Source: an optimization exercise on an open RTL-to-GDS flow (aim: small area, a short achievable clock period and few clock cycles per item). Production flows keep margins and buffers that such runs may drop.
Only simulation tests tie the RTL to the original design; equivalence was not proved.
Power and IR drop assume default switching activity.

==> flow/design.v, too long to show whole: its modules and the start of the top module <==
// module rtty_coef_rom: 640 lines
// module rtty_mac: 475 lines
// module rtty_baudot_dec: 42 lines
// module rtty_slicer: 158 lines
// module rtty_frame_rx: 53 lines
// module rtty_rx: 37 lines
module rtty_rx (
    input  wire        clk,
    input  wire        rst,
    input  wire        in_valid,
    output wire        in_ready,
    input  wire [15:0] in_sample,
    output wire        bit_valid,
    output wire        bit_value,
    output wire        out_valid,
    output wire [7:0]  out_char,
    output wire        out_unk,
    output wire [15:0] fecnt
);
  // ...
==> flow/run.sh <==
#!/bin/bash
# synth_recipe.tcl (not shown) runs the flow's synth.tcl, then flattens the netlist and writes it again
# the make line also repeats each setting of config.mk as NAME=value (left out here)
make -C /OpenROAD-flow-scripts/flow DESIGN_CONFIG=/design/flow/config.mk WORK_HOME=/design/flow/orfs CLKGATE_MAP_FILE= SYNTH_SCRIPT=/design/flow/synth_recipe.tcl finish
==> flow/config.mk <==
export PLATFORM = sky130hd
export DESIGN_NAME = rtty_rx
export DESIGN_NICKNAME = rtty_rx
export VERILOG_FILES = /design/flow/design.v
export SDC_FILE = /design/flow/constraint.sdc
export NUM_CORES = 4
export LEC_CHECK = 0
export CAP_MARGIN = 20
export CORE_MARGIN = 2
export CORE_UTILIZATION = 40
export SLEW_MARGIN = 50
export SYNTH_MEMORY_MAX_BITS = 65536
==> flow/constraint.sdc <==
create_clock -name core_clock -period 12.0 [get_ports {clk}]
set_input_delay 2.4000 -clock core_clock [delete_from_list [all_inputs] [get_ports {clk}]]
set_output_delay 2.4000 -clock core_clock [all_outputs]
set_load 0.01 [all_outputs]
==> flow_metrics.env, run 1 <==
export IMPL_switching_share_pct=36.2
export IMPL_setup_viol=0
export IMPL_r2r_cells=9
export IMPL_firstDrtPassIters=8
export IMPL_finalCritPeriodShare_pct=35.3
export IMPL_synth_area_um2=52400
export IMPL_seq_area_um2=12800
export IMPL_dominant_cells="multi-input combinational cells"
export IMPL_std_cell_rows=132
export IMPL_outcome="timing/DRC/antenna clean"
export IMPL_synth_top_cell_by_area="dfxtp_1"
export IMPL_cpMaxStageDelayCell="dfxtp_4"
export IMPL_critical_path_endpoint="u_slicer.u_ss.s[25]$_DFF_P_"
export IMPL_grt_use_met2_pct=50.1
export IMPL_clkPwrFrac_pct=31.3
export IMPL_post_cts_resized=0
export IMPL_tap_cells=1742
export IMPL_post_dp_hpwl_um=163000
export IMPL_synthesis_instances=5878
export IMPL_powerDensity_nw_per_um2=132
export IMPL_yosysSeqAreaShare_pct=24.2
export IMPL_cts_sinks=629
export IMPL_leakage_nw=23.7
export IMPL_clk_path_buf_depth=3
export IMPL_synthSimpleGateAreaFrac_pct=14.2
export IMPL_r2r_slack_ns=7.77
export IMPL_synth_commonest_cells="622 x dfxtp_1, 535 x fa_1, 490 x inv_1, 488 x clkbuf_1, 429 x a22oi_1"
export IMPL_numCtsBuffers=75
export IMPL_r2r_end="u_slicer.u_ss.s[25]$_DFF_P_"
export IMPL_p_clk_mw=2.35
export IMPL_fin_area_um2=56900
export IMPL_worst_path_stages=9
Testbench counts, summed over its fixed seeds: cycles 141,584, items 140,800.
==> run 2, diff against run 1 <==
==> flow/flow/run.sh (new file) <==
#!/bin/bash
# Own layout flow: the standard synthesis, then its full adders are given
# the polarity (fa(~a,~b,~c) = ~fa(a,b,c)) that needs the fewest inverters
# (flow/netfix.py; registers and all other cells are left as they are); then
# the standard layout from that netlist on.
# Each tool writes its full output to a log file in this folder.
set -euo pipefail
R=orfs/results/${FLOW_PLATFORM}/rtty_rx/base

bash standard.sh synth > flow_synth.log 2>&1

cp $R/1_2_yosys.v standard_1_2_yosys.v
python3 flow/netfix.py standard_1_2_yosys.v fixed.v > flow_netfix.log 2>&1
cp fixed.v $R/1_2_yosys.v
touch $R/1_2_yosys.v

bash standard.sh finish > flow_finish.log 2>&1
==> flow/flow/netfix.py (new file) <==
#!/usr/bin/env python3
"""Post-synthesis netlist clean-up for a flat Yosys netlist of sky130hd cells.

Full adders are self-dual: fa(~a,~b,~c) = (~sum, ~cout). Each fa cell may be
given an inverted polarity (inputs and outputs complemented) when that lowers
the number of inverters the netlist needs (greedy flips, then annealing).
Inverter chains are rebuilt so that every net has at most one inverter of its
value. Registers and all other cells are kept as they are.

usage: netfix.py in.v out.v
"""
import re, sys
from collections import defaultdict

INV_TYPES = {'sky130_fd_sc_hd__inv_1', 'sky130_fd_sc_hd__inv_2', 'sky130_fd_sc_hd__clkinv_1',
             'sky130_fd_sc_hd__inv_4', 'sky130_fd_sc_hd__clkinv_2'}
FA = 'sky130_fd_sc_hd__fa_1'
OUT_PINS = {'X', 'Y', 'Q', 'Q_N', 'SUM', 'COUT', 'HI', 'LO'}

def parse(text):
    m = re.search(r'\bmodule\s+(\S+)\s*\(', text)
    body_start = m.start()
    end = text.index('endmodule', body_start)
    body = text[body_start:end]
    # statements end with ';'
    stmts = [s.strip() for s in body.split(';')]
    return text[:body_start], stmts, text[end:]

cell_re = re.compile(r'^(sky130_fd_sc_hd__\w+)\s+(\S+)\s*\((.*)\)$', re.S)
pin_re = re.compile(r'\.(\w+)\s*\(\s*(.*?)\s*\)\s*(?:,|$)', re.S)

def main(src, dst):
    text = open(src).read()
    head, stmts, tail = parse(text)
    cells = []      # [type, name, {pin: net}] or None for other statements
    other = []
    ports = set()
    for i, s in enumerate(stmts):
        m = cell_re.match(s)
        if m:
            pins = {p: n for p, n in pin_re.findall(m.group(3))}
            cells.append([m.group(1), m.group(2), pins, i])
        else:
            other.append((i, s))
            for kw in ('input', 'output', 'inout'):
                if s.startswith(kw):
                    for nm in re.findall(r'(\\\S+|\w+)\s*$', s):
                        ports.add(nm)
    # nets used in assigns or ports are left alone
    fixed_nets = set()
    for i, s in other:
        if s.startswith('assign'):
            for tok in re.findall(r'\\\S+|[A-Za-z_][\w$]*(?:\[\d+\])?', s[6:]):
                fixed_nets.add(tok)
                fixed_nets.add(tok.split('[')[0])
    def base(n):
        return n.split('[')[0] if not n.startswith('\\') else n.split(' ')[0]
    def is_fixed(n):
        return n in fixed_nets or base(n) in fixed_nets or base(n) in ports or "'" in n
    drv = {}
    loads = defaultdict(list)
    for ci, c in enumerate(cells):
        for p, n in c[2].items():
            if p in OUT_PINS:
                drv[n] = (ci, p)
            else:
                loads[n].append((ci, p))
    isinv = [c[0] in INV_TYPES for c in cells]
    # root of a net: follow inverters back
    def root(n):
        par = 0
        seen = 0
        while n in drv and isinv[drv[n][0]] and not is_fixed(n):
            n = cells[drv[n][0]][2]['A']
            par ^= 1
            seen += 1
            if seen > 50: break
        return n, par
    # groups: root net -> list of (load ci, pin, parity) through inverter chains,
    # only where every inverter on the way drives cell pins only (no fixed net)
    groups = defaultdict(list)
    chain_invs = defaultdict(set)
    def walk(r, n, par):
        for (ci, p) in loads.get(n, []):
            if isinv[ci]:
                o = cells[ci][2]['Y']
                if is_fixed(o):
                    groups[r].append((ci, p, par))   # keep this inverter as a load
                    continue
                chain_invs[r].add(ci)
                walk(r, o, par ^ 1)
            else:
                groups[r].append((ci, p, par))
    roots = set()
    for ci, c in enumerate(cells):
        if isinv[ci]:
            continue
        for p, n in c[2].items():
            if p in OUT_PINS:
                roots.add(n)
    for n in list(loads):
        if n not in drv:
            roots.add(n)        # ports / undriven
    for r in roots:
        walk(r, r, 0)
    # polarity: fa cells only
    fa_ids = [ci for ci, c in enumerate(cells) if c[0] == FA]
    pol = defaultdict(int)
    root_src = {}
    for r in groups:
        if r in drv and cells[drv[r][0]][0] == FA:
            root_src[r] = drv[r][0]
    def need(r, ci, par):
        # physical parity needed between physical root and load ci
        ps = pol[root_src[r]] if r in root_src else 0
        pd = pol[ci] if cells[ci][0] == FA else 0
        return par ^ ps ^ pd
    def cost(r):
        return 1 if any(need(r, ci, par) for ci, p, par in groups[r]) else 0
    # nets touching each fa
    touch = defaultdict(set)
    for r in groups:
        if r in root_src:
            touch[root_src[r]].add(r)
        for ci, p, par in groups[r]:
            if cells[ci][0] == FA:
                touch[ci].add(r)
    before = sum(cost(r) for r in groups)
    old_invs = sum(1 for x in isinv if x)
    improved = True
    it = 0
    while improved and it < 50:
        improved = False
        it += 1
        for f in fa_ids:
            nets = touch[f]
            c0 = sum(cost(r) for r in nets)
            pol[f] ^= 1
            c1 = sum(cost(r) for r in nets)
            if c1 < c0:
                improved = True
            else:
                pol[f] ^= 1
    # annealing from the greedy result: random flips, accepting some worse ones
    import random, math
    rng = random.Random(1)
    cur = sum(cost(r) for r in groups)
    best = cur
    best_pol = dict(pol)
    T = 2.0
    steps = 200 * len(fa_ids)
    for step in range(steps):
        f = fa_ids[rng.randrange(len(fa_ids))]
        nets = touch[f]
        c0 = sum(cost(r) for r in nets)
        pol[f] ^= 1
        c1 = sum(cost(r) for r in nets)
        d = c1 - c0
        if d <= 0 or rng.random() < math.exp(-d / T):
            cur += d
            if cur < best:
                best = cur
                best_pol = dict(pol)
        else:
            pol[f] ^= 1
        T = max(0.05, 2.0 * (1 - step / steps))
    pol.clear()
    pol.update(best_pol)
    after = sum(cost(r) for r in groups)
    # rebuild
    dead = set()
    for r in groups:
        dead |= chain_invs[r]
    new_cells = []
    k = 0
    new_wires = []
    for r in groups:
        inv_net = None
        for ci, p, par in groups[r]:
            if need(r, ci, par):
                if inv_net is None:
                    inv_net = f'_pinv{k}_'
                    k += 1
                    new_wires.append(inv_net)
                    new_cells.append(['sky130_fd_sc_hd__inv_1', f'_pinvc{k}_', {'A': r, 'Y': inv_net}, None])
                cells[ci][2][p] = inv_net
            else:
                cells[ci][2][p] = r
    # fa polarity: complement outputs -> the physical nets carry inverted values;
    # handled above through need(); nothing else to change in the cells.
    out = [head.rstrip()]
    body_lines = []
    cell_at = {c[3]: c for c in cells}
    for i in range(len(stmts)):
        if i in cell_at:
            c = cell_at[i]
            ci = cells.index(c) if False else None
    idx_of = {c[3]: n for n, c in enumerate(cells)}
    text_out = []
    for i, s in enumerate(stmts):
        if i in idx_of:
            n = idx_of[i]
            if n in dead:
                continue
            c = cells[n]
            text_out.append(f"  {c[0]} {c[1]} (" + ",".join(f"\n    .{p}({v}{' ' if v.startswith(chr(92)) else ''})" for p, v in c[2].items()) + "\n  );")
        else:
            if s == '':
                continue
            if s.startswith('module'):
                text_out.append(s + ' ;')
                for w in new_wires:
                    text_out.append(f"  wire {w};")
            else:
                text_out.append('  ' + s + ' ;')
    for c in new_cells:
        text_out.append(f"  {c[0]} {c[1]} (" + ",".join(f"\n    .{p}({v}{' ' if v.startswith(chr(92)) else ''})" for p, v in c[2].items()) + "\n  );")
    open(dst, 'w').write(head + "\n".join(text_out) + "\n" + tail)
    flipped = sum(1 for f in fa_ids if pol[f])
    print(f"inverters: {old_invs} in netlist; rebuilt groups need {before} before, {after} after; "
          f"removed {len(dead)}, added {len(new_cells)}; flipped {flipped} of {len(fa_ids)} fa")

if __name__ == '__main__':
    main(sys.argv[1], sys.argv[2])
==> flow/standard.sh (new file) <==
#!/bin/bash
# synth_recipe.tcl (not shown) runs the flow's synth.tcl, then flattens the netlist and writes it again
# the make line also repeats each setting of config.mk as NAME=value (left out here)
make -C /OpenROAD-flow-scripts/flow DESIGN_CONFIG=/design/flow/config.mk WORK_HOME=/design/flow/orfs CLKGATE_MAP_FILE= SYNTH_SCRIPT=/design/flow/synth_recipe.tcl "${@:-finish}"
removed: flow/run.sh
==> run 2 against run 1 <==
Flip-flop and latch count stayed put. Still clean on timing, DRC and antenna. Wire length grew 0.84%. Die area is 1.4% lower. Final cell count fell by 3.2%. Final area down 1.0%. Clock skew shrank 0.0064 ns. Synthesized cell count is 3.2% lower. Area after synthesis shrank 1.4%. Critical endpoint is now u_slicer.u_cm.c[18]$_DFF_P_. Non-clock buffer count up 31. Clock power up 6%. Combinational power about the same. Register-to-register slack lost 0.15 ns.
==> flow_metrics.env, run 2 <==
export IMPL_cts_setup_buffers=0
export IMPL_syn_to_final_growth_pct=8.98
export IMPL_die_x_um=363
export IMPL_critical_path_endpoint="u_slicer.u_cm.c[18]$_DFF_P_"
export IMPL_synth_area_um2=51700
export IMPL_post_cts_resized=0
export IMPL_h_tree_depth=3
export IMPL_core_um2=128000
export IMPL_antenna_found_initial=28
export IMPL_seq_area_um2=12800
export IMPL_clk_path_buf_depth=3
export IMPL_worst_hold_slack_ns=0.422
export IMPL_cp_max_fo=36
export IMPL_dp_cells=6992
export IMPL_fin_nets=6117
export IMPL_pwr_share_comb_pct=30.9
export IMPL_hp_class="register to register"
export IMPL_setup_viol=0
export IMPL_grt_use_total_pct=35.6
export IMPL_leakage_nw=23.9
export IMPL_antenna_left=0
export IMPL_layout_commonest_cell="dfxtp_1"
export IMPL_synthesis_instances=5687
export IMPL_critPathLaunchType="register"
export IMPL_powerDensity_nw_per_um2=135
export IMPL_setup_tns_ns=0
export IMPL_cts_clk_slew_worst_paths_ns=0.06
export IMPL_postCtsHoldBufs=0
export IMPL_reg2reg_from="u_slicer.one1[5]$_SDFF_PN0_"
export IMPL_grt_max_degree=114
export IMPL_r2r_cells=9
export IMPL_gp_congestion=1.06
export IMPL_cp_startpoint="u_slicer.one1[5]$_SDFF_PN0_"
export IMPL_crit_required_ns=12.53
export IMPL_clkPwrFrac_pct=32.6
export IMPL_total_power_mw=7.59
export IMPL_avgSynthCellArea_um2=9.08
export IMPL_post_dp_hpwl_um=167000
export IMPL_max_freq_mhz=228
export IMPL_switching_share_pct=34.9
export IMPL_drv_cap=0
export IMPL_drive_gt1_share_pct=11.5
export IMPL_worstSkewPairLatency_ns=0.71
export IMPL_seq_power_share_pct=36.4
export IMPL_synth_nets=6396
export IMPL_std_cell_rows=131
export IMPL_r2r_slack_ns=7.61
export IMPL_cts_sinks=629
export IMPL_p_int_mw=4.94
export IMPL_period_needed_ns=4.39
export IMPL_slew_violations=0
export IMPL_numCtsBuffers=76
export IMPL_firstDrtPassIters=7
export IMPL_cts_root_buf="clkbuf_16"
export IMPL_io_pins=48
export IMPL_die_h_um=363
export IMPL_drc=0
export IMPL_r2r_end="u_slicer.u_cm.c[18]$_DFF_P_"
export IMPL_dieArea_um2=132000
export IMPL_outcome="timing/DRC/antenna clean"
export IMPL_multi_input_area_um2=35800
export IMPL_critPathKind="register to register"
export IMPL_cts_tree="yes"
export IMPL_grt_overflow=0
export IMPL_fillerInstances=12400
export IMPL_via_per_inst=6.30
export IMPL_worstPathArrival_ns=4.92
export IMPL_finalHoldViolations=0
export IMPL_wire_per_inst_um=33.0
export IMPL_rsz0062_at_grt="no"
export IMPL_slew_limit_headroom_pct=40.5
export IMPL_finalCritPeriodShare_pct=36.6
export IMPL_port_buffers=45
export IMPL_fin_skew_ns=0.0577
export IMPL_grt_pass1_vias=45400
export IMPL_num_vias=45000
export IMPL_initial_core_util_pct=40.4
export IMPL_routed_wl_um=236000
export IMPL_fin_cells=7148
export IMPL_p_sw_mw=2.65
export IMPL_ir_worst_vdd_v=0.0000963
export IMPL_grt_pass1_wl_um=339000
export IMPL_yosysWarnings=4
export IMPL_cp_end_kind="register"
export IMPL_worst_pin_slew_ns=0.870
export IMPL_most_common_layout_cells="542 x dfxtp_1, 535 x fa_1, 429 x a22oi_1"
export IMPL_dr_first_iter_drc_count=5632
run 2: worst min-delay path by stage:
stage,start,end,depth (start not counted)
finish,u_slicer.last1$_DFF_P_,u_slicer.cap$_SDFF_PP0_,2
floorplan,u_slicer.last1$_DFF_P_,u_slicer.cap$_SDFF_PP0_,2
global route,u_slicer.last1$_DFF_P_,u_slicer.cap$_SDFF_PP0_,2
CTS,u_slicer.last1$_DFF_P_,u_slicer.cap$_SDFF_PP0_,2
global placement,u_slicer.last1$_DFF_P_,u_slicer.cap$_SDFF_PP0_,2
detailed placement,u_slicer.last1$_DFF_P_,u_slicer.cap$_SDFF_PP0_,2
run 2: through the flow:
stage	setup WS, ns	area (um^2)	utilization, %
finish	7.61	56300	44.0
floorplan	8.12	51700	-
global route	7.49	56300	44.0
detailed placement	7.70	53500	41.9
CTS	7.66	56200	44.0
global placement	7.75	53400	41.7
run 2: critical path, stage by stage (launching register included):
cell	delay, ns
dfxtp_2	0.64
buf_4	0.55
a22oi_1	0.19
xnor2_1	0.20
fa_1	0.48
fa_1	0.43
fa_1	0.41
fa_1	0.47
fa_1	0.39
fa_1	0.43
run 2: area by class of cell:
cell class / count / share of cell area [%]
Antenna cell: 17 / 0.0756
Clock buffer: 100 / 3.75
Clock inverter: 39 / 1.02
Inverter: 308 / 2.05
Multi-Input combinational cell: 4185 / 63.7
Sequential cell: 629 / 22.7
Tap cell: 1662 / 3.69
Timing Repair Buffer: 208 / 3.04
run 2: per-layer routing:
metal,up-vias,share of wire [%],global-route usage [%]
li1,18900,-,-
met1,22600,40,46.0
met2,2839,42,52.6
met3,698,11,11.5
met4,18,6.2,19.2
met5,-,0.092,0
run 2: power by group through the flow:
stage          Clock (mW)  Combinational, mW  Sequential [mW]
2_1_floorplan           0               1.72             2.63
3_3_place_gp            0               2.25             2.79
3_5_place_dp            0               2.33             2.80
4_1_cts              2.54               2.36             2.76
5_1_grt              2.61               2.70             2.80
6_report             2.48               2.35             2.76

## re-timing with driven ports
How much do the figures lean on ideal ports? The routed layouts below were timed once more, with nothing changed but the port constraints.
Step 1 assumes that a clkbuf_16 drives the clock port and a buf_2 every other input.
Step 2 times the ports against the registers' clock, not the clock port: input delays grow and output delays shrink by t, the midpoint of the rising clock arrivals with the driver on.
Three values: ideal, step 1, step 2; two values: the first two.
run	t, ns	setup WS [ns]	worst hold slack (ns)	cell pins on the clock port's net
run 1	0.774	7.765 / 7.765 / 7.765	0.445 / 0.445 / 0.445	1
run 2	0.757	7.611 / 7.611 / 7.611	0.422 / 0.422 / 0.422	1
After both steps setup and hold are still met in every run listed.
